Context: an optimization exercise on an open-source flow, tuned for small area and few clock cycles. The choices shown serve that exercise and are no tape-out recipe.
RTL that was checked went through simulation tests only; none was proved equivalent to the original.
No functional check of the RTL was part of run 4.
Power figures rest on the tool's default switching activity, not on a simulated workload.

<file path="flow/design.v">
module adc16_tapcal (
    input  wire         clk,
    input  wire         rst,           
    input  wire         start,         
    input  wire [7:0]   cfg_deskew,    
    input  wire [15:0]  cfg_iter,      
    input  wire [15:0]  cfg_snaplen,   
    output wire         busy,
    output reg          done,          
    output reg          done_err,      
    output wire         ev_valid,
    input  wire         ev_ready,
    output wire [1:0]   ev_op,         
    output wire [4:0]   ev_tap,
    output wire [7:0]   ev_mask,
    input  wire         smp_valid,
    input  wire [31:0]  smp_data,
    input  wire         cap_fail,
    output reg          err_valid,
    output wire [4:0]   err_tap,
    output wire [255:0] err_count,     
    output wire [63:0]  cal_result,    
    output wire [255:0] good_map,      
    output reg          heur_slip
);
    localparam OP_SETTAP  = 2'd0;
    localparam OP_BITSLIP = 2'd1;
    localparam OP_CAPTURE = 2'd2;
    localparam S_IDLE  = 3'd0;
    localparam S_SET   = 3'd1;    
    localparam S_CAPEV = 3'd2;    
    localparam S_CAP   = 3'd3;    
    localparam S_DEC0  = 3'd4;    
    localparam S_DEC   = 3'd5;    
    localparam S_APPLY = 3'd6;    
    localparam S_PAD   = 3'd7;    
    localparam P_PROBE0  = 2'd0;
    localparam P_PROBE31 = 2'd1;
    localparam P_SWEEP   = 2'd2;
    reg [2:0]  state;
    reg [1:0]  phase;
    reg [7:0]  deskew;
    reg [15:0] iter;
    reg [15:0] snaplen;
    reg [15:0] icnt;
    reg [15:0] bcnt;
    reg [4:0]  tap;        
    reg        straddle;
    reg [30:0] acc  [0:7];
    reg [7:0]  nz;         
    reg [31:0] gm   [0:7];
    assign busy = (state != S_IDLE);
    wire st_set   = (state == S_SET);
    wire st_capev = (state == S_CAPEV);
    wire st_cap   = (state == S_CAP);
    wire st_dec0  = (state == S_DEC0);
    wire st_dec   = (state == S_DEC);
    wire st_apply = (state == S_APPLY);
    wire st_pad   = (state == S_PAD);
    wire start_ok = (state == S_IDLE) && start;
    wire       slip_now  = st_set && (phase == P_SWEEP) && (tap == 5'd31) && !heur_slip &&
                           (straddle || (nz != 8'hFF));
    wire [4:0] set_tap   = (phase == P_PROBE31) ? 5'd31 : tap + 5'd1;
    wire [7:0] tapflag;
    wire [4:0] res_tap [0:7];
    wire [2:0] lane = tap[2:0];
    assign ev_valid = st_set || st_capev || (st_apply && tapflag[lane]);
    assign ev_op    = st_capev ? OP_CAPTURE : (slip_now ? OP_BITSLIP : OP_SETTAP);
    assign ev_tap   = st_apply ? res_tap[lane] : set_tap;
    assign ev_mask  = st_apply ? (8'd1 << lane) : 8'hFF;
    assign err_tap  = tap;
    wire set_take = st_set && ev_ready;
    wire       beat     = st_cap && smp_valid;
    wire [15:0] bcnt1   = bcnt + 16'd1;
    wire       last_beat = (bcnt1 == snaplen);
    wire [15:0] icnt1   = icnt + 16'd1;
    wire       last_iter = (icnt1 == iter);
    wire       odd      = bcnt[0];
    wire [3:0] mism;
    genvar g;
    generate
        for (g = 0; g < 4; g = g + 1) begin : g_cmp
            assign mism[g] = (smp_data[8*g +: 8] != deskew);
        end
    endgenerate
    wire clr  = rst || (set_take && !slip_now) || st_dec0 || st_pad;
    wire pass2 = tap[4];
    generate
        for (g = 0; g < 8; g = g + 1) begin : g_lane
            wire [30:0] q = acc[g];
            wire        b0  = gm[g][0];      
            wire        b16 = gm[g][16];     
            wire        inc = beat && mism[g & 3] && (odd == (g >= 4));
            wire i0 = st_dec && !pass2 && (b0 ^ b16);
            wire i1 = st_dec && (pass2 ? b16 : (!b0 && !b16));
            wire i7 = st_dec && !pass2 && !(b0 ^ b16);
            wire i8 = st_dec && (pass2 ? b0 : (b0 && !b16));
            wire [30:0] t;      
            wire [30:0] s = q ^ t;
            assign t[0] = st_dec ? i0 : inc;
            assign t[1] = (q[0] & t[0]) | i1;
            genvar k;
            for (k = 2; k < 7; k = k + 1) begin : g_c1
                assign t[k] = q[k-1] & t[k-1];
            end
            assign t[7] = st_dec ? i7 : (q[6] & t[6]);
            assign t[8] = (q[7] & t[7]) | i8;
            for (k = 9; k < 13; k = k + 1) begin : g_c2
                assign t[k] = q[k-1] & t[k-1];
            end
            wire f1le = !(s[6] || (s[5] && (s[4:0] != 5'd0)));       
            wire f2le = !(s[12] || (s[11] && (s[10:7] != 4'd0)));    
            wire x = q[19] || f1le;
            wire y = q[19] || f2le;
            wire j0 = st_dec && pass2 && (x ^ y);
            wire j1 = st_dec && pass2 && x && y;
            assign t[13] = st_dec ? j0 : (q[12] & t[12]);
            assign t[14] = (q[13] & t[13]) | j1;
            for (k = 15; k < 18; k = k + 1) begin : g_c3
                assign t[k] = q[k-1] & t[k-1];
            end
            wire setA = !pass2 && (b0 || b16);
            wire setB = pass2 ? !q[18] : (q[20] && b16);
            wire setS = !pass2 && b0;
            assign t[18] = st_dec ? (setA && !q[18]) : (q[17] & t[17]);
            assign t[19] = st_dec ? (setB && !q[19]) : (q[18] & t[18]);
            assign t[20] = st_dec ? (setS && !q[20]) : (q[19] & t[19]);
            for (k = 21; k < 31; k = k + 1) begin : g_c4
                assign t[k] = q[k-1] & t[k-1];
            end
            always @(posedge clk) begin
                if (clr) begin
                    acc[g] <= 31'd0;
                    nz[g]  <= 1'b0;
                end else begin
                    acc[g] <= s;
                    if (inc) nz[g] <= 1'b1;
                end
            end
            wire sh  = err_valid || st_dec || st_pad;
            wire gin = st_dec ? gm[g][0] : (err_valid && !nz[g]);
            always @(posedge clk) begin
                if (rst || start_ok)
                    gm[g] <= 32'd0;
                else if (sh)
                    gm[g] <= {gin, gm[g][31:1]};
            end
            assign tapflag[g] = q[18] && !q[19];
            assign res_tap[g] = q[17:13];
            assign err_count [32*g +: 32] = {1'b0, q};
            assign good_map  [32*g +: 32] = gm[g];
            assign cal_result[8*g  +: 8]  = {q[19], q[18], 1'b0, q[17:13]};
        end
    endgenerate
    always @(posedge clk) begin
        done      <= 1'b0;
        done_err  <= 1'b0;
        err_valid <= 1'b0;
        if (rst) begin
            state     <= S_IDLE;
            heur_slip <= 1'b0;
        end else begin
            case (state)
            S_IDLE: begin
                if (start) begin
                    deskew    <= cfg_deskew;
                    iter      <= cfg_iter;
                    snaplen   <= cfg_snaplen;
                    heur_slip <= 1'b0;
                    straddle  <= 1'b0;
                    phase     <= P_PROBE0;
                    tap       <= 5'd31;
                    state     <= S_SET;
                end
            end
            S_SET: begin
                if (phase == P_PROBE31 && nz != 8'hFF)
                    straddle <= 1'b1;
                if (ev_ready) begin
                    if (slip_now) begin
                        heur_slip <= 1'b1;
                    end else begin
                        tap   <= set_tap;
                        icnt  <= 16'd0;
                        state <= S_CAPEV;
                    end
                end
            end
            S_CAPEV: begin
                if (ev_ready) begin
                    bcnt  <= 16'd0;
                    state <= S_CAP;
                end
            end
            S_CAP: begin
                if (cap_fail) begin
                    state <= S_PAD;
                end else if (smp_valid) begin
                    bcnt <= bcnt1;
                    if (last_beat) begin
                        icnt <= icnt1;
                        if (!last_iter) begin
                            state <= S_CAPEV;
                        end else begin
                            case (phase)
                            P_PROBE0:  begin phase <= P_PROBE31; state <= S_SET; end
                            P_PROBE31: begin phase <= P_SWEEP;   state <= S_SET; end
                            default: begin
                                err_valid <= 1'b1;
                                state <= (tap == 5'd31) ? S_DEC0 : S_SET;
                            end
                            endcase
                        end
                    end
                end
            end
            S_DEC0: begin
                tap   <= tap + 5'd1;
                state <= S_DEC;
            end
            S_DEC: begin
                tap <= tap + 5'd1;
                if (tap == 5'd31)
                    state <= S_APPLY;
            end
            S_APPLY: begin
                if (!tapflag[lane] || ev_ready) begin
                    tap <= tap + 5'd1;
                    if (lane == 3'd7) begin
                        done  <= 1'b1;
                        state <= S_IDLE;
                    end
                end
            end
            S_PAD: begin
                tap <= tap + 5'd1;
                if (tap == 5'd31) begin
                    done     <= 1'b1;
                    done_err <= 1'b1;
                    state    <= S_IDLE;
                end
            end
            default: state <= S_IDLE;
            endcase
        end
    end
endmodule
</file>
<file path="flow/run.sh">
#!/bin/bash
# synth_recipe.tcl (not shown) runs the flow's synth.tcl, then flattens the netlist and writes it again
# the make line also repeats each setting of config.mk as NAME=value (left out here)
make -C /OpenROAD-flow-scripts/flow DESIGN_CONFIG=/design/flow/config.mk WORK_HOME=/design/flow/orfs CLKGATE_MAP_FILE= SYNTH_SCRIPT=/design/flow/synth_recipe.tcl finish
</file>
<file path="flow/config.mk">
export PLATFORM = sky130hd
export DESIGN_NAME = adc16_tapcal
export DESIGN_NICKNAME = adc16_tapcal
export VERILOG_FILES = /design/flow/design.v
export SDC_FILE = /design/flow/constraint.sdc
export NUM_CORES = 4
export LEC_CHECK = 0
export CAP_MARGIN = 20
export CORE_MARGIN = 2
export CORE_UTILIZATION = 40
export SLEW_MARGIN = 20
</file>
<file path="flow/constraint.sdc">
create_clock -name core_clock -period 25.0 [get_ports {clk}]
set_input_delay 5.0000 -clock core_clock [delete_from_list [all_inputs] [get_ports {clk}]]
set_output_delay 5.0000 -clock core_clock [all_outputs]
set_load 0.01 [all_outputs]
</file>
==> results of run 1 <==
power breakdown:
group | internal (uW) | leakage, uW | total (uW) | switching [uW]
Sequential | 1010 | 0.00492 | 1040 | 33.2
Clock | 620 | 0.00115 | 1030 | 409
Combinational | 85.4 | 0.00816 | 256 | 171
state kept, by name, indices dropped and copies added (netlist names):
register and cells:
gm 256, acc 248, bcnt 16, icnt 16, iter 16, snaplen 16
deskew 8, nz 8, tap 5, state 3, phase 2, done 1
done_err 1, err_valid 1, heur_slip 1, straddle 1
through the flow:
stage / utilization / total power, uW / std cells / hold WS, ns
after floorplan: - / 1210 / 2855 / 0.439
after global placement: 0.506 / 1310 / 4161 / 0.453
after detailed placement: 0.506 / 1310 / 4161 / 0.457
after CTS: 0.541 / 2350 / 4289 / 0.464
after global routing: 0.542 / 2420 / 4289 / 0.479
final: 0.542 / 2320 / 4290 / 0.462
synth_stat cells (19+ instances only):
cell type,instances,area [um2]
xnor2_1,57,499
nor2_1,100,375
nand2_1,600,2250
and2_1,244,1530
nor4_1,20,125
ha_1,265,3320
inv_1,42,158
edfxtp_1,80,2400
nor3_1,24,120
a21oi_1,309,1550
dfxtp_1,519,10400
clkbuf_1,137,514
o21ai_0,19,95.1
xor2_1,46,403
o21bai_1,26,195
buf_4,91,683
o31ai_1,27,203
nand3_1,25,125
worst max path at each step:
stage            startpoint                     to  slack [ns]  cells after the start
6_report       smp_data[14]  acc[5][30]$_SDFF_PP0_       10.81                     51
5_1_grt        smp_data[10]  acc[5][30]$_SDFF_PP0_       10.26                     51
4_1_cts        smp_data[12]  acc[5][30]$_SDFF_PP0_       10.87                     51
3_5_place_dp   smp_data[12]  acc[5][30]$_SDFF_PP0_       10.24                     51
3_3_place_gp   smp_data[12]  acc[5][30]$_SDFF_PP0_       10.38                     51
2_1_floorplan  smp_data[22]  acc[2][30]$_SDFF_PP0_       12.16                     50
routing by layer:
metal / vias to the layer above / part of all wire / GRT usage
met5: - / 0 / 0
met4: 0 / 0.041 / 0.0951
met3: 178 / 0.062 / 0.0530
met2: 689 / 0.49 / 0.418
met1: 10300 / 0.41 / 0.297
li1: 10600 / - / -
worst max-delay path: cells and delay by family:
family | cells | cell delay [ns]
adder cells (fa/ha/maj) | 28 | 5.49
AND/OR/NAND/NOR | 9 | 1.68
AO/OA/AOI/OAI | 10 | 1.48
buffers and inverters | 1 | 0.49
XOR/XNOR | 3 | 0.48
final cells by class:
class                   count  area, um2
repair buffers            686       6820
clock buffers             110       2140
well taps                 864       1080
clock inverters            18        190
fillers                  5905      30200
inverters                  42        158
flip-flops and latches    599      12800
multi-input cells        1970      12500
diodes                      1       2.50
cell families after synthesis:
group                      share of synthesized area
adders and majority gates                      0.125
AOI/OAI and AO/OA                              0.104
buffers and inverters                         0.0542
and+or+nand+nor                                0.191
DFF                                            0.481
xor gates and xnor gates                      0.0375
other                                       0.000141
muxes                                        0.00851
==> metrics.md, run 1 <==
| Metric | Value |
|---|---|
| Max-slew headroom | 0.289 |
| Die X | about 260 um |
| CTS sink count | about 600 |
| Post-DP HPWL | about 66,000 um |
| Largest net degree at the start of global routing | 130 |
| Pins Over Slew Limit | 0 |
| Main synth FF type | dfxtp_1 |
| Vias in the first global route | 20,500 |
| Final setup skew | 0.0178 ns |
| Number of synthesized flops with an enable pin | 80 |
| Skew-Pair Late Insertion Delay | around 0.60 ns |
| Starting Density | 0.404 |
| Seq/Total Area, Yosys | 0.481 |
| RSZ-0062 raised after global routing | no |
| VDD IR max | 0.0000449 V |
| Worst-case clock buffer depth | 3 |
| Max Cap Violations | 0 |
| Final Hold Violating Endpoints | 0 |
| Area Growth Syn to Fin | 34.0% |
| H-tree levels | 3 |
| Syn Std Cell Area | 26,600 um2 |
| DRC violation count after routing | 0 |
| # port buffers | about 660 |
| Final min period | 14.19 ns |
| Core footprint | 65,900 um2 |
| Nets | roughly 3,700 |
| Placed cell area | 33,300 um2 |
| DR WL/cell | slightly above 20 um |
| Setup CP Type | input port to flip-flop |
| Worst reg-to-reg setup slack | around 14 ns |
| Netlist cell types | 66 |
| Setup bufs post-CTS | 0 |
| R2R depth | 51 |
| Yosys reg bits | about 600 |
| Critical path's most frequent cell | ha_1 |
| Most common cell after layout, fill and taps aside | clkdlybuf4s50_1 |
| Final WL | approximately 87,000 um |
| Worst EP required | approximately 25 ns |
| Remaining global-route overflow | 0 |
| First-pass GRT wire length | ~130,000 um |
| Setup TNS | 0 ns |
| CP Launch Type | input port |
| Worst reg2reg endpoint | acc[3][30]$_SDFF_PP0_ |
| Root buffer cell | clkbuf_16 |
| CTS Buf Count | between 70 and 80 |
| Detailed Routing Iterations Pass 1 | 6 |
| Power Dens Cells | about 65 nW/um2 |
| Worst Hold End | gm[1][25]$_SDFFE_PP0P_ |
| Synth warnings | 3 |
| Setup WS post-layout | 10.81 ns |
| Initial antenna violation count | 0 |
| Hold Crit Depth | 2 |
| Fmax achieved | between 0.07 and 0.08 GHz |
| Die Height | about 260 um |
| Post_cts resized | 0 |
| Worst setup EP type | flip-flop |
| Via density | 5.08 |
| Row cnt | 94 |
| HP Class | flip-flop to flip-flop |
| Worst Tran Pin Value | between 1 and 1.5 ns |
| Vias post-DR | about 22,000 |
| ANT nets after route | 0 |
| Gate Count Post-Synth | ~2,800 |
| Hold Startpoint | gm[1][25]$_SDFFE_PP0P_ |
| Num ports | 680 |
| Crit path largest cell delay | 0.53 ns |
| Post-Place Setup Slack | a little over 10 ns |
| Reg clk slew, reported paths | 0.06 ns |
| Routability-driven placement congestion ratio | roughly 0.86 |
| Syn Area/Cell | ~9.4 um2 |
| Endpoints failing setup | 0 |
| Reg2reg start | state[0]$_SDFFE_PP0P_ |
| Initial DRC Count | around 1,500 |
| Slowest cell on crit path | nor4_1 |
| Hold-fix buffer count after cts | 0 |
| Status | timing/DRC/antenna clean |
| CTS tree | yes |
| Leak | 0.0142 uW |
| Share of layout cells above drive strength 1 | 0.0450 |
| Synth async-reset ratio | 0 |
| Highest-count cells in the layout ignoring fill and taps | 663 x clkdlybuf4s50_1, 599 x nand2_1, 519 x dfxtp_1 |
| Gr usage total | 0.243 |
| Final Cycle Share | 0.567 |
| CP Max Fanout | 2 |
| Arrival time worst endpoint | about 15 ns |
| Die ar. | 68,600 um2 |
| Final instance area | between 30,000 and 40,000 um2 |
Testbench counts, summed over its fixed seeds: cycles 202,129.
==> run 2, diff against run 1 <==
--- a/flow/design.v
+++ b/flow/design.v
@@ -42,6 +42,6 @@
     reg [7:0]  deskew;
-    reg [15:0] iter;
-    reg [15:0] snaplen;
-    reg [15:0] icnt;
-    reg [15:0] bcnt;
+    reg [15:0] itern;      
+    reg [15:0] snapn;      
+    reg [15:0] icnt;       
+    reg [15:0] bcnt;       
     reg [4:0]  tap;        
@@ -52,2 +52,3 @@
     assign busy = (state != S_IDLE);
+    genvar g;
     wire st_set   = (state == S_SET);
@@ -73,9 +74,20 @@
     wire       beat     = st_cap && smp_valid;
-    wire [15:0] bcnt1   = bcnt + 16'd1;
-    wire       last_beat = (bcnt1 == snaplen);
-    wire [15:0] icnt1   = icnt + 16'd1;
-    wire       last_iter = (icnt1 == iter);
-    wire       odd      = bcnt[0];
+    wire       capev_take = st_capev && ev_ready;
+    wire       last_beat = (bcnt == 16'hFFFE);
+    wire       last_iter = (icnt == 16'hFFFF);
+    wire       odd      = bcnt[0] ^ snapn[0];
+    wire [15:0] bt, it;
+    assign bt[0] = beat;
+    assign it[0] = capev_take;
+    generate
+        for (g = 1; g < 16; g = g + 1) begin : g_cc
+            assign bt[g] = bt[g-1] & bcnt[g-1];
+            assign it[g] = it[g-1] & icnt[g-1];
+        end
+    endgenerate
+    always @(posedge clk) begin
+        bcnt <= capev_take ? snapn : (bcnt ^ bt);
+        icnt <= (st_set && ev_ready) ? itern : (icnt ^ it);
+    end
     wire [3:0] mism;
-    genvar g;
     generate
@@ -87,2 +99,6 @@
     wire pass2 = tap[4];
+    wire gm_sh = err_valid || st_dec || st_pad;
+    wire gm_clr = rst || start_ok;
+    wire gm_a = gm_sh && !gm_clr;
+    wire gm_b = !gm_sh && !gm_clr;
     generate
@@ -139,10 +155,5 @@
             end
-            wire sh  = err_valid || st_dec || st_pad;
             wire gin = st_dec ? gm[g][0] : (err_valid && !nz[g]);
-            always @(posedge clk) begin
-                if (rst || start_ok)
-                    gm[g] <= 32'd0;
-                else if (sh)
-                    gm[g] <= {gin, gm[g][31:1]};
-            end
+            always @(posedge clk)
+                gm[g] <= ({gin, gm[g][31:1]} & {32{gm_a}}) | (gm[g] & {32{gm_b}});
             assign tapflag[g] = q[18] && !q[19];
@@ -166,4 +177,4 @@
                     deskew    <= cfg_deskew;
-                    iter      <= cfg_iter;
-                    snaplen   <= cfg_snaplen;
+                    itern     <= ~cfg_iter;
+                    snapn     <= ~cfg_snaplen;
                     heur_slip <= 1'b0;
@@ -183,3 +194,2 @@
                         tap   <= set_tap;
-                        icnt  <= 16'd0;
                         state <= S_CAPEV;
@@ -189,6 +199,4 @@
             S_CAPEV: begin
-                if (ev_ready) begin
-                    bcnt  <= 16'd0;
+                if (ev_ready)
                     state <= S_CAP;
-                end
             end
@@ -198,5 +206,3 @@
                 end else if (smp_valid) begin
-                    bcnt <= bcnt1;
                     if (last_beat) begin
-                        icnt <= icnt1;
                         if (!last_iter) begin
==> run 2 against run 1 <==
  * Design area is 6.0% lower
  * Largest cell class unchanged
  * Worst hold slack better by 0.00056 ns
  * Critical path depth stayed put
  * Area after synthesis is 7.2% lower
  * Largest power group unchanged
  * Non-clock buffer count is 9 lower
  * Clock skew is 0.0026 ns higher
  * Worst setup slack better by 0.12 ns
  * Sequential power hardly changed
  * Power is 3.9% lower
  * Via count is 16% lower
  * Highest routed layer is now met5
==> metrics.md, run 2 <==
| Metric | Value |
|---|---|
| Status | timing/DRC/antenna clean |
| H-tree levels | 3 |
| Highest-count cells in the layout ignoring fill and taps | 663 x clkdlybuf4s50_1, 551 x dfxtp_1, 293 x ha_1 |
| Synth warnings | 3 |
| Nets | slightly above 3,000 |
| Endpoints failing setup | 0 |
| Reg2reg start | state[1]$_SDFFE_PP0P_ |
| Max Cap Violations | 0 |
| Met2 Track Usage GR | 0.421 |
| Setup WS post-layout | roughly 11 ns |
| Hold Crit Depth | 2 |
| Post_cts resized | 0 |
| Crit path launch | smp_data[24] |
| RSZ-0062 raised after global routing | no |
| Post-DP HPWL | between 50,000 and 60,000 um |
| Most common cell after layout, fill and taps aside | clkdlybuf4s50_1 |
| Via density | roughly 5.1 |
| R2R depth | 50 |
| Antenna cells | 0 |
| Reg clk slew, reported paths | 0.06 ns |
| Gr usage total | 0.239 |
| Netlist cell types | 60 |
| Most flop-heavy register | gm |
| Leak | between 0.01 and 0.015 uW |
| Core footprint | 61,400 um2 |
| Remaining global-route overflow | 0 |
| Max-slew headroom | 0.275 |
| Starting Density | 0.402 |
| Pins Over Slew Limit | 0 |
| Vias in the first global route | about 18,000 |
| Synth top cells by count | 551 x dfxtp_1, 293 x ha_1, 242 x and2_1, 240 x a22o_1, 108 x clkbuf_1 |
| Worst reg-to-reg setup slack | approximately 15 ns |
| Row cnt | between 90 and 100 |
| Detailed Routing Iterations Pass 1 | 5 |
| Worst setup EP type | flip-flop |
| CP Max Fanout | 2 |
| CP Launch Type | input port |
| Setup CP Type | input port to flip-flop |
| Gate Count Post-Synth | 2,184 |
| CTS sink count | 599 |
| Root buffer cell | clkbuf_16 |
| Num ports | just under 700 |
| HP Class | flip-flop to flip-flop |
| First-pass GRT wire length | 115,000 um |
| Main synth FF type | dfxtp_1 |
| Fmax achieved | approximately 0.07 GHz |
| Hold-fix buffer count after cts | 0 |
| CTS tree | yes |
| Vias post-DR | ~18,000 |
| Post-Place Setup Slack | just over 10 ns |
| Area leader, netlist | dfxtp_1 |
| Max reg flops | around 260 |
| Skew-Pair Late Insertion Delay | about 0.61 ns |
| Setup bufs post-CTS | 0 |
| Top-count cell post-synth | dfxtp_1 |
| Die X | 252 um |
| Yosys top cell area share | 0.447 |
| Synth async-reset ratio | 0 |
| DR WL/cell | roughly 22 um |
| Crit path largest cell delay | roughly 0.55 ns |
| Seq/Total Area, Yosys | 0.505 |
| Hold Startpoint | itern[15]$_DFFE_PP_ |
| Power Dens Cells | 66.7 nW/um2 |
| Layer with the highest usage | met2 |
| ANT nets after route | 0 |
| Yosys reg bits | between 500 and 600 |
| Die Height | between 200 and 300 um |
| VDD IR max | 0.0000454 V |
| Share of layout cells above drive strength 1 | 0.0599 |
| Worst-case clock buffer depth | 3 |
| Number of synthesized flops with an enable pin | 48 |
| Final setup skew | 0.0205 ns |
| Worst reg2reg endpoint | acc[7][30]$_SDFF_PP0_ |
| Initial antenna violation count | 3 |
| Final Hold Violating Endpoints | 0 |
| Worst Hold End | icnt[15]$_DFF_P_ |
| Largest net degree at the start of global routing | 241 |
| Worst EP required | 25.45 ns |
| Initial DRC Count | slightly above 1,000 |
| Die ar. | about 64,000 um2 |
| Area Growth Syn to Fin | 35.8% |
| Syn Area/Cell | about 11 um2 |
| Critical path's most frequent cell | ha_1 |
| DRC violation count after routing | 0 |
| GR Util met3 | 0.0517 |
| Final WL | approximately 79,000 um |
| Slowest cell on crit path | clkdlybuf4s50_1 |
| Arrival time worst endpoint | about 15 ns |
| Final min period | around 14 ns |
| # port buffers | between 600 and 700 |
| Final Cycle Share | 0.563 |
| Worst Tran Pin Value | between 1 and 1.5 ns |
| Syn Std Cell Area | about 25,000 um2 |
| Top post-synthesis cells by area | dfxtp_1 45%, ha_1 15%, a22o_1 8.5% |
| Routability-driven placement congestion ratio | 0.893 |
| CTS Buf Count | 68 |
| Setup TNS | 0 ns |
| Largest regs | gm: 256 flops, acc: 248 flops |
| GR Layer Usage met1 | 0.292 |
-- run 2: cell types whose count changed after synthesis, sizes merged, moves of 28 or more --
cell    before  now
a22o         0  240
a21oi      309   39
dfxtp      519  551
nand2      600   92
ha         265  293
mux2         5   39
clkbuf     141  108
edfxtp      80   48
nor2       100   44
xor2        46    2
-- run 2: cells by family (layout without fill, tap and decap cells) --
group                    after synthesis  in the layout  share of synthesized area
AO/OA/AOI/OAI                        436            436                      0.140
XOR/XNOR                              54             54                     0.0192
adder cells (fa/ha/maj)              293            293                      0.149
buffers and inverters                276            849                     0.0565
flip-flops                           599            599                      0.505
multiplexers                          56             56                     0.0247
other                                  1             16                   0.000152
AND/OR/NAND/NOR                      469            469                      0.106
-- run 2: power by group --
part           switching [uW]  internal (uW)
Sequential               34.4           1010
Clock                     405            560
Combinational             133           89.7
-- run 2: cell type report --
cell class	instances	area (um2)
clock inverters	20	205
clock buffers	95	1950
flip-flops and latches	599	12500
inverters	57	214
repair buffers	677	6770
multi-input cells	1324	10900
well taps	790	988
fillers	5358	27800
-- run 2: how the worst max path moves through the flow --
stage                                 end  slack [ns]  cells past startpoint
detailed placement  acc[7][30]$_SDFF_PP0_       10.28                     51
global route        acc[5][30]$_SDFF_PP0_       10.32                     51
floorplan           acc[6][29]$_SDFF_PP0_       12.30                     49
global placement    acc[5][30]$_SDFF_PP0_       10.40                     51
finish              acc[7][30]$_SDFF_PP0_       10.94                     51
CTS                 acc[1][30]$_SDFF_PP0_       10.90                     51
-- run 2: critical path: cells and delay by family --
family                   cells  cell delay [ns]
adder cells (fa/ha/maj)     28             5.61
AO/OA/AOI/OAI               11             1.79
AND/OR/NAND/NOR              8             1.10
buffers and inverters        1             0.55
XOR/XNOR                     3             0.44
-- run 2: per-layer routing --
layer  share of wire  routed length, um
met5         0.00048                 38
met1            0.42              33000
met4           0.022               1760
met2            0.50              39500
met3           0.058               4580
-- run 2: per-stage QoR --
step | utilization | cell area (um2) | total power, uW | std cells | hold slack, ns
after floorplan | - | 24700 | 1210 | 2199 | 0.418
after global placement | 0.511 | 31300 | 1280 | 3445 | 0.445
after detailed placement | 0.511 | 31300 | 1290 | 3445 | 0.451
after CTS | 0.546 | 33500 | 2260 | 3560 | 0.462
after global routing | 0.546 | 33500 | 2320 | 3562 | 0.484
final | 0.546 | 33500 | 2230 | 3562 | 0.462
Testbench counts of run 2, summed over its fixed seeds: cycles 202,129.
==> run 3, diff against run 2 <==
==> flow/flow/run.sh (new file) <==
#!/bin/bash
# Layout flow: the standard flow, with two changes after the standard synthesis:
#  * every port still gets its buffer, but a sky130_fd_sc_hd__buf_1 one;
#  * clock tree built from clkbuf_4 cells without dummy loads.
# Each tool's full output goes to a log file in the work folder.
set -euo pipefail
bash standard.sh synth > flow_synth.log 2>&1
export BUFFER_PORTS_ARGS="-buffer_cell sky130_fd_sc_hd__buf_1"
export CTS_ARGS="-sink_clustering_enable -repair_clock_nets -dont_use_dummy_load -buf_list sky130_fd_sc_hd__clkbuf_4"
bash standard.sh > flow_layout.log 2>&1
==> flow/standard.sh (new file) <==
#!/bin/bash
# synth_recipe.tcl (not shown) runs the flow's synth.tcl, then flattens the netlist and writes it again
# the make line also repeats each setting of config.mk as NAME=value (left out here)
make -C /OpenROAD-flow-scripts/flow DESIGN_CONFIG=/design/flow/config.mk WORK_HOME=/design/flow/orfs CLKGATE_MAP_FILE= SYNTH_SCRIPT=/design/flow/synth_recipe.tcl "${@:-finish}"
removed: flow/run.sh
==> run 3 against run 2 <==
  * Synthesized cell count did not move
  * Design area down 15%
  * Critical endpoint is now acc[6][30]$_SDFF_PP0_
  * Clock power down 33%
  * Sequential share of layout area up 6.6 points
  * First-iteration DRC count rose by 3.2%
  * Register-to-register slack gained 0.07 ns
  * Critical path type unchanged
  * Non-clock buffer count rose by 5
  * Final cell count grew 1.7%
  * Maximum frequency is 4.7% higher
  * Worst hold slack got worse by 0.010 ns
  * Clock-buffer cell count grew 68
  * Routed wire length shrank 2.0%
==> metrics.md, run 3 <==
| Metric | Value |
|---|---|
| First-pass GRT wire length | ~110,000 um |
| Via density | approximately 5.2 |
| NetSw | 524 uW |
| CP Launch Type | input port |
| Status | timing/DRC/antenna clean |
| Final Cycle Share | 0.537 |
| Vias post-DR | between 15,000 and 20,000 |
| Power Internal | 1380 uW |
| Worst-case clock buffer depth | 3 |
| DR WL/cell | between 20 and 25 um |
| Die ar. | roughly 64,000 um2 |
| CP Max Fanout | 2 |
| Die X | around 250 um |
| Comb pwr share | 0.108 |
| Initial DRC Count | 1,072 |
| Yosys top cell area share | 0.447 |
| HP Class | flip-flop to flip-flop |
| Sequential power share | 0.551 |
| Post_cts resized | 0 |
| Starting Density | 0.402 |
| CTS Buf Count | approximately 160 |
| Fmax achieved | about 0.074 GHz |
| Area Growth Syn to Fin | 15.4% |
| Initial antenna violation count | 3 |
| Die Height | between 200 and 300 um |
| ANT nets after route | 0 |
| Netlist cell types | 60 |
| Endpoints failing setup | 0 |
| Worst EP required | around 26 ns |
| Vias in the first global route | roughly 19,000 |
| Max reg flops | between 200 and 300 |
| CTS tree | yes |
| Fillers | just under 6,000 |
| Setup bufs post-CTS | 0 |
| Clock share of power | 0.341 |
| VDD IR max | approximately 0.000041 V |
| Reg clk slew, reported paths | approximately 0.06 ns |
| Number of synthesized flops with an enable pin | 48 |
| Nets | about 3,200 |
| Arrival time worst endpoint | around 14 ns |
| Detailed Routing Iterations Pass 1 | 6 |
| Synth warnings | 3 |
| Power, Total | between 1500 and 2000 uW |
| Remaining global-route overflow | 0 |
| Critical path's most frequent cell | ha_1 |
| Yosys reg bits | roughly 600 |
| Top-count cell post-synth | dfxtp_1 |
| Worst Tran Pin Value | around 1.2 ns |
| Switching Share | 0.275 |
| Area leader, netlist | dfxtp_1 |
| Gate Count Post-Synth | 2,184 |
| Final setup skew | 0.108 ns |
| Hold-fix buffer count after cts | 0 |
| Crit path largest cell delay | 0.50 ns |
| Row cnt | 91 |
| Core footprint | between 60,000 and 70,000 um2 |
| Leak | roughly 0.013 uW |
| Final min period | 13.44 ns |
| Seq/Total Area, Yosys | 0.505 |
| Top post-synthesis cells by area | dfxtp_1 45%, ha_1 15%, a22o_1 8.5% |
| Power Dens Cells | about 67 nW/um2 |
| Root buffer cell | clkbuf_4 |
| Setup CP Type | input port to flip-flop |
| Skew-Pair Late Insertion Delay | approximately 0.95 ns |
| Largest net degree at the start of global routing | 241 |
| Syn Area/Cell | about 11 um2 |
| Slowest cell on crit path | or4_1 |
| Post-DP HPWL | between 50,000 and 60,000 um |
| Num ports | between 600 and 700 |
| # port buffers | roughly 660 |
| Share of layout cells above drive strength 1 | 0.0821 |
| Main synth FF type | dfxtp_1 |
| DRC violation count after routing | 0 |
| Synth async-reset ratio | 0 |
| Most flop-heavy register | gm |
| Placed cell area | around 27,000 um2 |
| Routability-driven placement congestion ratio | 0.938 |
| Max-slew headroom | 0.216 |
| Synth top cells by count | 551 x dfxtp_1, 293 x ha_1, 242 x and2_1, 240 x a22o_1, 108 x clkbuf_1 |
| Most common cell after layout, fill and taps aside | buf_1 |
| Final instance area | 28,500 um2 |
| RSZ-0062 raised after global routing | no |
| Largest regs | gm: 256 flops, acc: 248 flops |
| Highest-count cells in the layout ignoring fill and taps | 663 x buf_1, 551 x dfxtp_1, 293 x ha_1 |
| Gr usage total | 0.236 |
| Max Cap Violations | 0 |
| Syn Std Cell Area | between 20,000 and 25,000 um2 |
| Final Hold Violating Endpoints | 0 |
| Final WL | 77,300 um |
| Pins Over Slew Limit | 0 |
| Setup TNS | 0 ns |
| H-tree levels | 4 |
| Worst setup EP type | flip-flop |
| CTS sink count | roughly 600 |
## run 3: critical path: cells and delay by family
family,cells,cell delay [ns]
adders and majority gates,28,5.41
xor gates and xnor gates,3,0.50
buffers and inverters,1,0.08
AOI/OAI and AO/OA,11,1.92
and+or+nand+nor,8,1.25
## run 3: stage by stage
stage / instances / util / worst slack (ns) / hold slack, ns
after CTS: 3614 / 0.464 / 11.71 / 0.451
after floorplan: 2199 / - / 12.30 / 0.418
after global routing: 3617 / 0.464 / 11.11 / 0.475
after global placement: 3451 / 0.444 / 10.85 / 0.447
final: 3621 / 0.464 / 11.56 / 0.452
after detailed placement: 3451 / 0.444 / 10.72 / 0.450
## run 3: cell type report
cell class / count / area, um2 / area share
sequential: 599 / 12500 / 0.438
multi-input combinational: 1324 / 10900 / 0.383
timing repair buffer: 682 / 2660 / 0.0934
clock buffer: 163 / 1220 / 0.0429
tap: 790 / 988 / 0.0347
inverter: 57 / 214 / 0.00751
antenna: 6 / 15.0 / 0.000527
## run 3: logic make-up (layout without fill, tap and decap cells)
logic type	count (synthesis)	count (layout)	synth area share
other	1	22	0.000152
buffers and inverters	276	902	0.0565
DFF	599	599	0.505
muxes	56	56	0.0247
AOI/OAI and AO/OA	436	436	0.140
xor gates and xnor gates	54	54	0.0192
and+or+nand+nor	469	469	0.106
adders and majority gates	293	293	0.149
## run 3: routing by layer
metal	routed length, um	GRT usage	share of wire
met1	32200	0.286	0.42
met2	37700	0.394	0.49
met3	4630	0.0598	0.060
met4	2760	0.109	0.036
met5	13	0	0.00017
## run 3: path summary, 6_finish.rpt
path | startpoint | end | slack (ns) | cells past startpoint
worst max-delay path | smp_data[19] | acc[6][30]$_SDFF_PP0_ | 11.56 | 51
worst min-delay path | snapn[15]$_DFFE_PP_ | bcnt[15]$_DFF_P_ | 0.45 | 2
worst max register to register | state[0]$_SDFFE_PP0P_ | acc[6][30]$_SDFF_PP0_ | 14.89 | 51
worst min register to register | snapn[15]$_DFFE_PP_ | bcnt[15]$_DFF_P_ | 0.45 | 2
## run 3: power groups by stage
stage          Combinational (uW)  Sequential (uW)  Clock (uW)
6_report                      206             1050         650
5_1_grt                       229             1050         722
4_1_cts                       205             1050         680
3_5_place_dp                  205             1070           0
3_3_place_gp                  199             1070           0
2_1_floorplan                 158             1050           0
==> run 4, diff against run 3 <==
--- a/flow/design.v
+++ b/flow/design.v
@@ -115,3 +115,3 @@
             wire [30:0] s = q ^ t;
-            assign t[0] = st_dec ? i0 : inc;
+            assign t[0] = i0 | inc;                  
             assign t[1] = (q[0] & t[0]) | i1;
@@ -121,3 +121,3 @@
             end
-            assign t[7] = st_dec ? i7 : (q[6] & t[6]);
+            assign t[7] = (q[6] & t[6]) | i7;        
             assign t[8] = (q[7] & t[7]) | i8;
@@ -128,18 +128,18 @@
             wire f2le = !(s[12] || (s[11] && (s[10:7] != 4'd0)));    
-            wire x = q[19] || f1le;
-            wire y = q[19] || f2le;
+            wire x = q[20] || f1le;
+            wire y = q[20] || f2le;
             wire j0 = st_dec && pass2 && (x ^ y);
             wire j1 = st_dec && pass2 && x && y;
-            assign t[13] = st_dec ? j0 : (q[12] & t[12]);
+            assign t[13] = (q[12] & t[12]) | j0;     
             assign t[14] = (q[13] & t[13]) | j1;
-            for (k = 15; k < 18; k = k + 1) begin : g_c3
-                assign t[k] = q[k-1] & t[k-1];
-            end
-            wire setA = !pass2 && (b0 || b16);
-            wire setB = pass2 ? !q[18] : (q[20] && b16);
-            wire setS = !pass2 && b0;
-            assign t[18] = st_dec ? (setA && !q[18]) : (q[17] & t[17]);
-            assign t[19] = st_dec ? (setB && !q[19]) : (q[18] & t[18]);
-            assign t[20] = st_dec ? (setS && !q[20]) : (q[19] & t[19]);
-            for (k = 21; k < 31; k = k + 1) begin : g_c4
+            for (k = 15; k < 19; k = k + 1) begin : g_c3
+                assign t[k] = q[k-1] & t[k-1];
+            end
+            wire setA = st_dec && !pass2 && (b0 || b16);
+            wire setB = st_dec && (pass2 ? !q[19] : (q[21] && b16));
+            wire setS = st_dec && !pass2 && b0;
+            assign t[19] = (q[18] & t[18]) | (setA && !q[19]);
+            assign t[20] = (q[19] & t[19]) | (setB && !q[20]);
+            assign t[21] = (q[20] & t[20]) | (setS && !q[21]);
+            for (k = 22; k < 31; k = k + 1) begin : g_c4
                 assign t[k] = q[k-1] & t[k-1];
@@ -158,3 +158,3 @@
                 gm[g] <= ({gin, gm[g][31:1]} & {32{gm_a}}) | (gm[g] & {32{gm_b}});
-            assign tapflag[g] = q[18] && !q[19];
+            assign tapflag[g] = q[19] && !q[20];
             assign res_tap[g] = q[17:13];
@@ -162,3 +162,3 @@
             assign good_map  [32*g +: 32] = gm[g];
-            assign cal_result[8*g  +: 8]  = {q[19], q[18], 1'b0, q[17:13]};
+            assign cal_result[8*g  +: 8]  = {q[20], q[19], 1'b0, q[17:13]};
         end
==> flow/flow/run.sh (replaced) <==
#!/bin/bash
# Layout flow: the standard flow, with two changes after the standard synthesis:
#  * every port still gets its buffer, but a sky130_fd_sc_hd__buf_1 one;
#  * the clock tree is built from clkbuf_4 cells in clusters of up to 10 sinks,
#    without dummy loads.
# Each tool's full output goes to a log file in the work folder.
set -euo pipefail
bash standard.sh synth > flow_synth.log 2>&1
export BUFFER_PORTS_ARGS="-buffer_cell sky130_fd_sc_hd__buf_1"
export CTS_ARGS="-sink_clustering_enable -repair_clock_nets -dont_use_dummy_load -buf_list sky130_fd_sc_hd__clkbuf_4 -sink_clustering_size 10 -sink_clustering_max_diameter 50"
bash standard.sh > flow_layout.log 2>&1
--- a/flow/config.mk
+++ b/flow/config.mk
@@ -9,3 +9,3 @@
 export CORE_MARGIN = 2
-export CORE_UTILIZATION = 40
+export CORE_UTILIZATION = 70
 export SLEW_MARGIN = 20
==> run 4 against run 3 <==
  * Still clean
  * Area after synthesis is 1.0% lower
  * Sequential power hardly changed
  * Synthesized cell count is 1.1% lower
  * Combinational power is 12% higher
  * Design area is 5.1% lower
  * Core utilization is 32 points higher
  * Critical path depth is 8 lower
  * Critical path type unchanged
  * Largest power group unchanged
==> metrics.md, run 4 <==
| Metric | Value |
|---|---|
| Status | timing/DRC/antenna clean |
| Final WL | 72,800 um |
| # port buffers | between 600 and 700 |
| Largest regs | gm: 256 flops, acc: 248 flops |
| Synth warnings | 3 |
| RSZ-0062 raised after global routing | no |
| Hold-fix buffer count after cts | 0 |
| Final Hold Violating Endpoints | 0 |
| Power Internal | approximately 1200 uW |
| CTS sink count | between 500 and 600 |
| Synth async-reset ratio | 0 |
| Max Cap Violations | 0 |
| Setup TNS | 0 ns |
| Syn Std Cell Area | 24,400 um2 |
| Placed Instances | 3,096 |
| Switching Share | 0.283 |
| Worst-case clock buffer depth | 3 |
| Reg clk slew, reported paths | 0.11 ns |
| Synth top cells by count | 551 x dfxtp_1, 268 x ha_1, 240 x a22o_1, 228 x and2_1, 92 x buf_4 |
| VDD IR max | between 0.00005 and 0.00006 V |
| Num ports | 680 |
| Core footprint | ~34,000 um2 |
| Max reg flops | about 260 |
| CP Launch Type | input port |
| Row cnt | between 60 and 70 |
| Area Growth Syn to Fin | 10.6% |
| Post-DP HPWL | around 55,000 um |
| Worst Tran Pin Value | ~1.1 ns |
| Slowest cell on crit path | o21ai_0 |
| Sequential power share | 0.615 |
| Initial DRC Count | 1,305 |
| H-tree levels | 3 |
| Most flop-heavy register | gm |
| Yosys top cell area share | 0.451 |
| ANT nets after route | 0 |
| Skew-Pair Late Insertion Delay | between 0.7 and 0.8 ns |
| Area leader, netlist | dfxtp_1 |
| Endpoints failing setup | 0 |
| Clock share of power | 0.250 |
| CTS Buf Count | 70 |
| Hold slack | about 0.47 ns |
| DRC violation count after routing | 0 |
| Gr usage total | 0.382 |
| Yosys reg bits | between 500 and 600 |
| Main synth FF type | dfxtp_1 |
| Final Non-Filler Cells | about 3,200 |
| Max-slew headroom | 0.240 |
| Pins Over Slew Limit | 0 |
| Post_cts resized | 0 |
| Worst setup EP type | flip-flop |
| DR WL/cell | approximately 23 um |
| Gate Count Post-Synth | between 2,000 and 2,500 |
| Post-Place Setup Slack | about 11 ns |
| Critical path's most frequent cell | ha_1 |
| Remaining global-route overflow | 0 |
| NetSw | roughly 480 uW |
| Arrival time worst endpoint | 13.60 ns |
| Share of layout cells above drive strength 1 | 0.0509 |
| Most common cell after layout, fill and taps aside | buf_1 |
| Largest net degree at the start of global routing | 241 |
| Die Height | about 190 um |
| Detailed Routing Iterations Pass 1 | 6 |
| Netlist cell types | just under 70 |
| Footprint of the multi-input gates | 10,600 um2 |
| FF+latch area | 12,500 um2 |
| CP Max Fanout | 3 |
| Final min period | around 13 ns |
| Crit path largest cell delay | around 0.62 ns |
| Seq/Total Area, Yosys | 0.510 |
| Nets | between 3,000 and 4,000 |
| Top post-synthesis cells by area | dfxtp_1 45%, ha_1 14%, a22o_1 8.6% |
| Vias in the first global route | approximately 17,000 |
| Starting Density | 0.709 |
| Setup CP Type | input port to flip-flop |
| Via density | just under 6 |
| Setup WS post-layout | roughly 12 ns |
| Vias post-DR | 18,900 |
| Die X | ~190 um |
| Number of synthesized flops with an enable pin | 48 |
| Leak | 0.0121 uW |
| Syn Area/Cell | 11.3 um2 |
| Top-count cell post-synth | dfxtp_1 |
| Setup bufs post-CTS | 0 |
| Die ar. | around 36,000 um2 |
| Highest-count cells in the layout ignoring fill and taps | 663 x buf_1, 551 x dfxtp_1, 268 x ha_1 |
| Root buffer cell | clkbuf_4 |
| Comb pwr share | 0.135 |
| Worst EP required | around 26 ns |
| Final setup skew | about 0.070 ns |
| Routability-driven placement congestion ratio | between 0.9 and 1 |
| Initial antenna violation count | 8 |
| First-pass GRT wire length | 105,000 um |
| Power Dens Cells | between 60 and 70 nW/um2 |
| HP Class | flip-flop to flip-flop |
| Fillers | around 2,400 |
| CTS tree | yes |
| Fmax achieved | between 0.07 and 0.08 GHz |
| Final Cycle Share | 0.518 |
[run 4: cell count changes in the layout (fill, tap and decap cells not counted), moves of 16 or more]
cell	change
clkbuf_4	-93
and3_1	+17
ha_1	-25
nor2_1	+31
nand2_1	-37
o41ai_1	-16
o31ai_1	-24
o21ai_0	+29
[run 4: metal layers]
layer	track usage	share of wire	wire length, um	vias up
li1	-	-	-	8693
met1	0.474	0.38	28000	9069
met2	0.599	0.46	33700	958
met3	0.104	0.098	7100	200
met4	0.222	0.055	4000	0
met5	0	0	0	-
[run 4: final timing paths]
| check | cells past startpoint | from | end | slack (ns) |
|---|---|---|---|---|
| worst max-delay path | 43 | smp_data[28] | acc[3][30]$_SDFF_PP0_ | 12.05 |
| worst min-delay path | 1 | itern[8]$_DFFE_PP_ | icnt[8]$_DFF_P_ | 0.47 |
| worst max register to register | 41 | state[0]$_SDFFE_PP0P_ | acc[3][30]$_SDFF_PP0_ | 15.78 |
| worst min register to register | 1 | itern[8]$_DFFE_PP_ | icnt[8]$_DFF_P_ | 0.47 |
[run 4: power groups by stage]
| stage | combinational [uW] | clock, uW | sequential [uW] |
|---|---|---|---|
| 6_report | 230 | 426 | 1050 |
| 3_5_place_dp | 226 | 0 | 1070 |
| 4_1_cts | 226 | 433 | 1050 |
| 5_1_grt | 249 | 471 | 1050 |
| 2_1_floorplan | 178 | 0 | 1050 |
| 3_3_place_gp | 218 | 0 | 1070 |
[run 4: metrics by stage]
stage,util,instance area (um2),power [uW]
after floorplan,-,24500,1230
after CTS,0.784,27000,1710
after detailed placement,0.769,26500,1290
after global placement,0.769,26500,1280
final,0.785,27000,1700
after global routing,0.784,27000,1770
[run 4: worst max-delay path: cells and delay by family]
| family | cells | cell delay [ns] |
|---|---|---|
| AND/OR/NAND/NOR | 6 | 1.27 |
| adder cells (fa/ha/maj) | 25 | 4.87 |
| buffers and inverters | 1 | 0.09 |
| AO/OA/AOI/OAI | 8 | 1.86 |
| XOR/XNOR | 3 | 0.52 |
[run 4: cell type report]
cell class / instances / share of cell area
Sequential cell: 599 / 0.461
Multi-Input combinational cell: 1313 / 0.394
Timing Repair Buffer: 675 / 0.0960
Tap cell: 455 / 0.0211
Clock buffer: 70 / 0.0194
Inverter: 54 / 0.00750
Antenna cell: 9 / 0.000833
[run 4: kinds of logic after synthesis]
group,share of synthesized area
flip-flops,0.510
AND/OR/NAND/NOR,0.113
AO/OA/AOI/OAI,0.141
adder cells (fa/ha/maj),0.137
buffers and inverters,0.0576
XOR/XNOR,0.0197
multiplexers,0.0212
other,0.000153
==> run 5, diff against run 4 <==
--- a/flow/design.v
+++ b/flow/design.v
@@ -87,5 +87,6 @@
     endgenerate
+    wire set_take_any = st_set && ev_ready;
     always @(posedge clk) begin
-        bcnt <= capev_take ? snapn : (bcnt ^ bt);
-        icnt <= (st_set && ev_ready) ? itern : (icnt ^ it);
+        bcnt <= (snapn & {16{capev_take}})   | ((bcnt ^ bt) & {16{!capev_take}});
+        icnt <= (itern & {16{set_take_any}}) | ((icnt ^ it) & {16{!set_take_any}});
     end
@@ -130,4 +131,4 @@
             wire y = q[20] || f2le;
-            wire j0 = st_dec && pass2 && (x ^ y);
-            wire j1 = st_dec && pass2 && x && y;
+            wire j0 = st_dec && pass2 && x && !y;
+            wire j1 = st_dec && pass2 && y;
             assign t[13] = (q[12] & t[12]) | j0;     
==> flow/flow/run.sh (replaced) <==
#!/bin/bash
# Layout flow: the standard flow, with two changes after the standard synthesis:
#  * every port still gets its buffer, but a sky130_fd_sc_hd__buf_1 one;
#  * the clock tree is built from clkbuf_4 cells in clusters of up to 8 sinks,
#    without dummy loads.
# Each tool's full output goes to a log file in the work folder.
set -euo pipefail
bash standard.sh synth > flow_synth.log 2>&1
export BUFFER_PORTS_ARGS="-buffer_cell sky130_fd_sc_hd__buf_1"
export CTS_ARGS="-sink_clustering_enable -repair_clock_nets -dont_use_dummy_load -buf_list sky130_fd_sc_hd__clkbuf_4 -sink_clustering_size 8 -sink_clustering_max_diameter 40"
bash standard.sh > flow_layout.log 2>&1
--- a/flow/config.mk
+++ b/flow/config.mk
@@ -9,3 +9,3 @@
 export CORE_MARGIN = 2
-export CORE_UTILIZATION = 70
+export CORE_UTILIZATION = 80
 export SLEW_MARGIN = 20
==> run 5 against run 4 <==
  * The run now fails in I/O pin placement (3_2_place_iop)
  * Synthesized cell count shrank 0.51%
  * Area after synthesis is 0.22% lower
==> metrics.md, run 5 <==
| Metric | Value |
|---|---|
| Simple-Gate Fraction of Synth Area | 0.115 |
| Halt Stage | I/O pin placement (3_2_place_iop) |
| Synth Area in Compound Gates | 0.139 |
| Synth async-reset ratio | 0 |
| Post-synthesis adder-cell area fraction | 0.138 |
| Syn Area/Cell | approximately 11 um2 |
| Top post-synthesis cells by area | dfxtp_1 45%, ha_1 14%, a22o_1 8.6% |
| Main synth FF type | dfxtp_1 |
| Yosys top cell area share | 0.452 |
| Die X | approximately 180 um |
| Die Height | 179 um |
| Status | stopped before the end |
| Number of synthesized flops with an enable pin | 48 |
| Area leader, netlist | dfxtp_1 |
| Synth top cells by count | 551 x dfxtp_1, 268 x ha_1, 240 x a22o_1, 227 x and2_1, 90 x buf_4 |
| Seq/Total Area, Yosys | 0.511 |
| Top-count cell post-synth | dfxtp_1 |
| Largest family of logic cells by synthesized area | compound AO/OA/AOI/OAI gates |
| Synth warnings | 3 |
| Row cnt | 63 |
| Netlist cell types | 65 |
| Starting Density | 0.818 |
| Post-synthesis mux area share | 0.0209 |
| Post-synthesis xor/xnor area fraction | 0.0165 |
| Syn Std Cell Area | 24,400 um2 |
| Error msg | [ERROR PPL-0024] Number of IO pins (680) exceeds maximum number of available positions (638). Increase the die perimeter from 714.34um to 924.80um. |
| Gate Count Post-Synth | 2,150 |
| Yosys reg bits | roughly 600 |
[run 5: changes by cell type after synthesis, sizes merged, moves of 7 or more]
cell    delta
clkbuf    +29
buf       -24
a21oi     -14
nand2     -11
a21o       -8
or4        +8
xor2       -8
a31o       +7
nor2       +7
[run 5: logic make-up after synthesis]
| kind of cell | count (synthesis) |
|---|---|
| compound gates | 430 |
| xor+xnor | 46 |
| fa+ha+maj | 268 |
| buf+inv | 272 |
| flops | 599 |
| mux | 47 |
| other cells | 1 |
| simple gates | 487 |
Testbench counts of run 5, summed over its fixed seeds: cycles 202,129.
==> run 6, diff against run 5 <==
--- a/flow/config.mk
+++ b/flow/config.mk
@@ -9,3 +9,3 @@
 export CORE_MARGIN = 2
-export CORE_UTILIZATION = 80
+export CORE_UTILIZATION = 70
 export SLEW_MARGIN = 20
==> run 6 against run 5 <==
  * Now clean on timing, DRC and antenna
  * Synthesized cell count unchanged
  * Area after synthesis unchanged
==> metrics.md, run 6 <==
| Metric | Value |
|---|---|
| Status | timing/DRC/antenna clean |
| Hold slack | 0.463 ns |
| Gate Count Post-Synth | 2,150 |
| VDD IR max | 0.0000556 V |
| Remaining global-route overflow | 0 |
| Fmax achieved | approximately 0.078 GHz |
| Die ar. | between 30,000 and 40,000 um2 |
| Top-count cell post-synth | dfxtp_1 |
| Vias in the first global route | 18,100 |
| Crit path largest cell delay | 0.51 ns |
| Pins Over Slew Limit | 0 |
| Final setup skew | roughly 0.047 ns |
| Seq/Total Area, Yosys | 0.511 |
| Die X | approximately 190 um |
| NetSw | between 400 and 500 uW |
| Highest-count cells in the layout ignoring fill and taps | 663 x buf_1, 551 x dfxtp_1, 268 x ha_1 |
| R2R depth | 42 |
| Worst reg2reg endpoint | acc[6][30]$_SDFF_PP0_ |
| Most flop-heavy register | gm |
| Final Hold Violating Endpoints | 0 |
| Root buffer cell | clkbuf_4 |
| Starting Density | 0.708 |
| Max reg flops | 256 |
| FF+latch area | about 12,000 um2 |
| Most common cell after layout, fill and taps aside | buf_1 |
| Power Internal | approximately 1300 uW |
| Max-slew headroom | 0.235 |
| Main synth FF type | dfxtp_1 |
| Detailed Routing Iterations Pass 1 | 7 |
| DRC violation count after routing | 0 |
| ANT nets after route | 0 |
| Syn Area/Cell | approximately 11 um2 |
| CTS Buf Count | 88 |
| Worst-case clock buffer depth | 3 |
| Switching Share | 0.282 |
| Reg2reg start | state[1]$_SDFFE_PP0P_ |
| Arrival time worst endpoint | 13.53 ns |
| Hold Startpoint | snapn[14]$_DFFE_PP_ |
| Initial DRC Count | between 1,500 and 2,000 |
| CTS sink count | approximately 600 |
| Largest net degree at the start of global routing | approximately 240 |
| Max Cap Violations | 0 |
| Num ports | a little under 700 |
| Delay-heaviest family, CP | adder cells |
| DR WL/cell | 23.0 um |
| Worst EP required | ~26 ns |
| Power Dens Cells | around 64 nW/um2 |
| Hold Crit Depth | 1 |
| H-tree levels | 3 |
| Nets | just over 3,000 |
| Largest regs | gm: 256 flops, acc: 248 flops |
| Row cnt | about 70 |
| Synth async-reset ratio | 0 |
| Worst Tran Pin Value | around 1.1 ns |
| Slowest cell on crit path | or4_1 |
| Worst setup EP type | flip-flop |
| Initial antenna violation count | 6 |
| Skew-Pair Late Insertion Delay | between 0.8 and 0.9 ns |
| Post_cts resized | 0 |
| Synth warnings | 3 |
| Area Growth Syn to Fin | 11.2% |
| # port buffers | 663 |
| Vias post-DR | around 19,000 |
| Setup bufs post-CTS | 0 |
| Reg clk slew, reported paths | roughly 0.10 ns |
| Gr usage total | 0.390 |
| Worst reg-to-reg setup slack | between 15 and 20 ns |
| Fillers | 2,345 |
| Netlist cell types | between 60 and 70 |
| Setup CP Type | input port to flip-flop |
| Yosys top cell area share | 0.452 |
| Final WL | about 73,000 um |
| First-pass GRT wire length | between 100,000 and 150,000 um |
| Post-DP HPWL | 55,400 um |
| Sequential power share | 0.603 |
| HP Class | flip-flop to flip-flop |
| Leak | about 0.012 uW |
| Syn Std Cell Area | 24,400 um2 |
| RSZ-0062 raised after global routing | no |
| Synth top cells by count | 551 x dfxtp_1, 268 x ha_1, 240 x a22o_1, 227 x and2_1, 90 x buf_4 |
| Via density | approximately 6.0 |
| Comb pwr share | 0.127 |
| Yosys reg bits | about 600 |
| Util after Layout | 0.787 |
| CP Launch Type | input port |
| Final min period | 12.87 ns |
| Worst Hold End | bcnt[14]$_DFF_P_ |
| Core footprint | roughly 34,000 um2 |
| Worst path buffer plus inverter count | 1 |
| Share of layout cells above drive strength 1 | 0.0616 |
| Clock share of power | 0.270 |
| Hold-fix buffer count after cts | 0 |
| CP Max Fanout | 3 |
| Routability-driven placement congestion ratio | between 0.9 and 1 |
| Footprint of the multi-input gates | ~11,000 um2 |
| Number of synthesized flops with an enable pin | 48 |
| Area leader, netlist | dfxtp_1 |
| Setup TNS | 0 ns |
| Critical path's most frequent cell | ha_1 |
| Final Cycle Share | 0.515 |
| Top post-synthesis cells by area | dfxtp_1 45%, ha_1 14%, a22o_1 8.6% |
| CTS tree | yes |
| Die Height | ~190 um |
| Endpoints failing setup | 0 |
## run 6: per-stage QoR
stage	total power [uW]	area, um2	std cells	setup WS (ns)
6_report	1740	27100	3173	12.13
5_1_grt	1810	27100	3172	11.74
4_1_cts	1740	27100	3166	12.21
3_5_place_dp	1290	26400	3078	11.37
3_3_place_gp	1280	26400	3078	11.55
2_1_floorplan	1230	24400	2165	12.79
## run 6: how the worst max path moves through the flow
stage,from,endpoint,slack (ns),depth (start not counted)
after global routing,smp_data[18],acc[6][30]$_SDFF_PP0_,11.74,43
after detailed placement,smp_data[7],acc[4][30]$_SDFF_PP0_,11.37,43
after CTS,smp_data[17],acc[6][30]$_SDFF_PP0_,12.21,43
final,smp_data[16],acc[6][30]$_SDFF_PP0_,12.13,43
after floorplan,smp_data[28],acc[7][29]$_SDFF_PP0_,12.79,41
after global placement,smp_data[7],acc[4][30]$_SDFF_PP0_,11.55,43
## run 6: cell families (layout without fill, tap and decap cells)
| family | count (synthesis) | in the layout | share of synthesized area |
|---|---|---|---|
| AO/OA/AOI/OAI | 430 | 430 | 0.139 |
| XOR/XNOR | 46 | 46 | 0.0165 |
| buffers and inverters | 272 | 819 | 0.0588 |
| AND/OR/NAND/NOR | 487 | 487 | 0.115 |
| other | 1 | 22 | 0.000154 |
| multiplexers | 47 | 47 | 0.0209 |
| flip-flops | 599 | 599 | 0.511 |
| adder cells (fa/ha/maj) | 268 | 268 | 0.138 |
## run 6: power by group through the flow
stage               clock [uW]  sequential (uW)  combinational [uW]
global route               512             1050                 242
global placement             0             1070                 208
CTS                        474             1050                 215
detailed placement           0             1070                 214
floorplan                    0             1050                 172
finish                     470             1050                 222
## run 6: final cells by class
| cell class | count | area share |
|---|---|---|
| Antenna cell | 6 | 0.000554 |
| Clock buffer | 88 | 0.0244 |
| Inverter | 57 | 0.00789 |
| Multi-Input combinational cell | 1294 | 0.390 |
| Sequential cell | 599 | 0.460 |
| Tap cell | 455 | 0.0210 |
| Timing Repair Buffer | 674 | 0.0960 |
## run 6: routing by layer
layer	vias to the layer above	share of wire	global-route usage
met5	-	0	0
met2	966	0.48	0.651
met1	9239	0.38	0.472
met4	0	0.053	0.197
li1	8695	-	-
met3	214	0.089	0.0927
==> run 7, diff against run 6 <==
--- a/flow/design.v
+++ b/flow/design.v
@@ -89,2 +89,7 @@
     always @(posedge clk) begin
+        deskew <= (cfg_deskew & {8{start_ok}})   | (deskew & {8{!start_ok}});
+        itern  <= (~cfg_iter & {16{start_ok}})   | (itern & {16{!start_ok}});
+        snapn  <= (~cfg_snaplen & {16{start_ok}}) | (snapn & {16{!start_ok}});
+    end
+    always @(posedge clk) begin
         bcnt <= (snapn & {16{capev_take}})   | ((bcnt ^ bt) & {16{!capev_take}});
@@ -177,5 +182,2 @@
                 if (start) begin
-                    deskew    <= cfg_deskew;
-                    itern     <= ~cfg_iter;
-                    snapn     <= ~cfg_snaplen;
                     heur_slip <= 1'b0;
==> flow/flow/run.sh (replaced) <==
#!/bin/bash
# Layout flow: the standard flow, with two changes after the standard synthesis:
#  * every port still gets its buffer, but a sky130_fd_sc_hd__buf_1 one;
#  * the clock tree is built from clkbuf_4 cells in clusters of up to 10 sinks,
#    without dummy loads.
# Each tool's full output goes to a log file in the work folder.
set -euo pipefail
bash standard.sh synth > flow_synth.log 2>&1
export BUFFER_PORTS_ARGS="-buffer_cell sky130_fd_sc_hd__buf_1"
export CTS_ARGS="-sink_clustering_enable -repair_clock_nets -dont_use_dummy_load -buf_list sky130_fd_sc_hd__clkbuf_4 -sink_clustering_size 10 -sink_clustering_max_diameter 40"
bash standard.sh > flow_layout.log 2>&1
--- a/flow/config.mk
+++ b/flow/config.mk
@@ -7,5 +7,5 @@
 export LEC_CHECK = 0
-export CAP_MARGIN = 20
+export CAP_MARGIN = 0
 export CORE_MARGIN = 2
 export CORE_UTILIZATION = 70
-export SLEW_MARGIN = 20
+export SLEW_MARGIN = 0
==> run 7 against run 6 <==
  * Still clean
  * Design area fell by 0.78%
  * Worst hold slack better by 0.0011 ns
  * Worst setup slack better by 0.24 ns
  * Synthesized cell count is 0.70% lower
  * Largest power group unchanged
==> metrics.md, run 7 <==
| Metric | Value |
|---|---|
| Status | timing/DRC/antenna clean |
| Vias post-DR | 18,700 |
| Yosys top cell area share | 0.454 |
| Max reg flops | between 200 and 300 |
| Fillers | around 2,400 |
| Pins Over Slew Limit | 0 |
| VDD IR max | around 0.00005 V |
| Setup TNS | 0 ns |
| Routability-driven placement congestion ratio | 0.919 |
| Max-slew headroom | 0.221 |
| Nets | roughly 3,000 |
| Detailed Routing Iterations Pass 1 | 5 |
| Final Hold Violating Endpoints | 0 |
| Row cnt | 68 |
| Netlist cell types | 61 |
| Final setup skew | between 0.06 and 0.07 ns |
| Initial DRC Count | ~1,400 |
| Largest net degree at the start of global routing | 257 |
| CTS sink count | 599 |
| Final Non-Filler Cells | approximately 3,200 |
| Vias in the first global route | about 18,000 |
| Starting Density | 0.707 |
| Final WL | between 60,000 and 70,000 um |
| Largest regs | gm: 256 flops, acc: 248 flops |
| Max Cap Violations | 0 |
| Delay-heaviest family, CP | adder cells |
| Core footprint | 34,400 um2 |
| CTS tree | yes |
| Power Dens Cells | around 64 nW/um2 |
| Number of synthesized flops with an enable pin | 48 |
| Die X | between 150 and 200 um |
| Worst Tran Pin Value | 1.17 ns |
| Skew-Pair Late Insertion Delay | approximately 0.79 ns |
| DR WL/cell | between 20 and 25 um |
| Highest-count cells in the layout ignoring fill and taps | 663 x buf_1, 551 x dfxtp_1, 268 x ha_1 |
| Placed Instances | ~3,100 |
| Util after Layout | 0.783 |
| Final Cycle Share | 0.505 |
| Setup CP Type | input port to flip-flop |
| Gr usage total | 0.372 |
| ANT nets after route | 0 |
| Top post-synthesis cells by area | dfxtp_1 45%, ha_1 14%, a22o_1 8.7% |
| Endpoints failing setup | 0 |
| Post_cts resized | 0 |
| Worst setup EP type | flip-flop |
| Yosys reg bits | approximately 600 |
| DRC violation count after routing | 0 |
| Top-count cell post-synth | dfxtp_1 |
| Area leader, netlist | dfxtp_1 |
| Hold-fix buffer count after cts | 0 |
| Slowest cell on crit path | or4_1 |
| Power, Total | around 1700 uW |
| # port buffers | about 660 |
| Seq/Total Area, Yosys | 0.513 |
| Root buffer cell | clkbuf_4 |
| Syn Area/Cell | between 10 and 15 um2 |
| Footprint of the multi-input gates | about 10,000 um2 |
| Main synth FF type | dfxtp_1 |
| Final min period | about 13 ns |
| Synth top cells by count | 551 x dfxtp_1, 268 x ha_1, 240 x a22o_1, 230 x and2_1, 93 x buf_4 |
| Most common cell after layout, fill and taps aside | buf_1 |
| Setup bufs post-CTS | 0 |
| Worst-case clock buffer depth | 3 |
| Most flop-heavy register | gm |
| Worst path buffer plus inverter count | 1 |
| Crit path largest cell delay | approximately 0.52 ns |
| CP Max Fanout | 3 |
| Synth warnings | 3 |
| Area Growth Syn to Fin | 10.7% |
| Worst EP required | ~26 ns |
| Synth async-reset ratio | 0 |
| Num ports | 680 |
| Post-Place Setup Slack | roughly 12 ns |
| FF+latch area | about 12,000 um2 |
| H-tree levels | 3 |
| Leak | 0.0119 uW |
| Arrival time worst endpoint | 13.23 ns |
| Setup WS post-layout | approximately 12 ns |
| Post-DP HPWL | 53,400 um |
| Die Height | 190 um |
| Remaining global-route overflow | 0 |
| HP Class | flip-flop to flip-flop |
| Critical path's most frequent cell | ha_1 |
| Share of layout cells above drive strength 1 | 0.0550 |
| Initial antenna violation count | 5 |
| CP Launch Type | input port |
| Fmax achieved | approximately 0.079 GHz |
| First-pass GRT wire length | ~100,000 um |
| Reg clk slew, reported paths | about 0.10 ns |
| Via density | 5.94 |
| Syn Std Cell Area | between 20,000 and 25,000 um2 |
| Die ar. | 36,200 um2 |
| Gate Count Post-Synth | between 2,000 and 2,500 |
| CTS Buf Count | a little under 80 |
| RSZ-0062 raised after global routing | no |
[run 7: cell types whose count changed in the layout (fill, tap and decap cells not counted), sizes merged, moves of 3 or more]
| cell | delta |
|---|---|
| clkbuf | -10 |
| nor2 | -4 |
| and3 | -6 |
| nand4 | -3 |
| a211oi | -4 |
| nand2b | -4 |
| and2 | +3 |
| o211ai | +3 |
| inv | +5 |
| nor3b | +4 |
| nor3 | +3 |
| a31oi | +8 |
| a21oi | -4 |
[run 7: layer usage]
layer | wire length [um] | GRT usage | vias to the layer above
met2 | 33700 | 0.613 | 882
li1 | - | - | 8627
met4 | 3150 | 0.170 | 2
met1 | 26800 | 0.457 | 9033
met3 | 6240 | 0.100 | 193
met5 | 12 | 0 | -
[run 7: cells by family after synthesis]
family                   Yosys count  share of synthesized area
XOR/XNOR                          47                     0.0169
flip-flops                       599                      0.513
other                              1                   0.000154
AO/OA/AOI/OAI                    429                      0.140
AND/OR/NAND/NOR                  472                      0.111
multiplexers                      46                     0.0210
adder cells (fa/ha/maj)          268                      0.138
buffers and inverters            273                     0.0605
[run 7: power breakdown]
part | total [uW] | internal [uW] | leakage, uW | switching [uW]
combinational | 222 | 76.4 | 0.00669 | 145
sequential | 1060 | 1020 | 0.00490 | 39.4
clock | 444 | 144 | 0.000359 | 300
[run 7: area by class of cell]
class,count,share of cell area
flip-flops and latches,599,0.463
multi-input cells,1278,0.388
repair buffers,676,0.0966
clock buffers,78,0.0218
well taps,455,0.0212
inverters,61,0.00851
diodes,5,0.000465
[run 7: final timing paths]
path,start,to,slack (ns),cells after the start
hold reg to reg,flip-flop,icnt[14]$_DFF_P_,0.46,1
setup / recovery,smp_data[30],acc[7][30]$_SDFF_PP0_,12.37,43
hold / removal,flip-flop,icnt[14]$_DFF_P_,0.46,1
setup reg to reg,state[1]$_SDFFE_PP0P_,acc[1][30]$_SDFF_PP0_,15.91,42
[run 7: worst reg2reg max path: cells and delay by family (launching register included)]
family | cells | cell delay, ns
xor gates and xnor gates | 1 | 0.16
AOI/OAI and AO/OA | 8 | 1.32
and+or+nand+nor | 8 | 2.34
DFF | 1 | 0.75
adders and majority gates | 25 | 4.37
[run 7: through the flow]
stage                     hold slack (ns)  area [um2]
after floorplan                     0.418       24400
after global placement              0.440       26300
after detailed placement            0.450       26300
after CTS                           0.462       26900
after global routing                0.490       26900
final                               0.464       26900
Testbench counts of run 7, summed over its fixed seeds: cycles 202,129.

==> port drivers added, routing unchanged <==
No port has a modelled driver above. Below, the same layouts with a new extraction and two added sets of constraints.
Step 1 (the two cells are an assumption about what drives the block):
set clk [get_ports {clk}]
set_driving_cell -lib_cell sky130_fd_sc_hd__clkbuf_16 $clk
set_driving_cell -lib_cell sky130_fd_sc_hd__buf_2 [delete_from_list [all_inputs] $clk]
Step 2 times the ports against the registers' clock, not the clock port: input delays grow and output delays shrink by t, the midpoint of the rising clock arrivals with the driver on.
Slacks: no drivers / after step 1 / after step 2; pairs: no drivers / after step 1.
run | shift t [ns] | slack for setup (ns) | hold WS [ns] | worst register clock-pin slew, ns | pins driven straight from the clock port
run 1 | 0.656 | 10.813 / 10.854 / 10.198 | 0.462 / 0.462 / 0.462 | 0.06 / 0.06 | 1
run 2 | 0.662 | 10.937 / 10.974 / 10.312 | 0.462 / 0.462 / 0.462 | 0.06 / 0.06 | 1
run 3 | 0.961 | 11.564 / 11.607 / 10.646 | 0.452 / 0.452 / 0.452 | 0.07 / 0.07 | 1
run 4 | 0.803 | 12.047 / 12.077 / 11.274 | 0.474 / 0.474 / 0.474 | 0.12 / 0.12 | 1
run 6 | 0.841 | 12.130 / 12.165 / 11.323 | 0.463 / 0.463 / 0.463 | 0.10 / 0.10 | 1
run 7 | 0.808 | 12.374 / 12.399 / 11.591 | 0.464 / 0.464 / 0.464 | 0.11 / 0.11 | 1
After both steps every run listed still meets setup and hold. The setup slack of run 3, which loses most, moves by +0.043 ns with the drivers and by -0.918 ns with both steps.
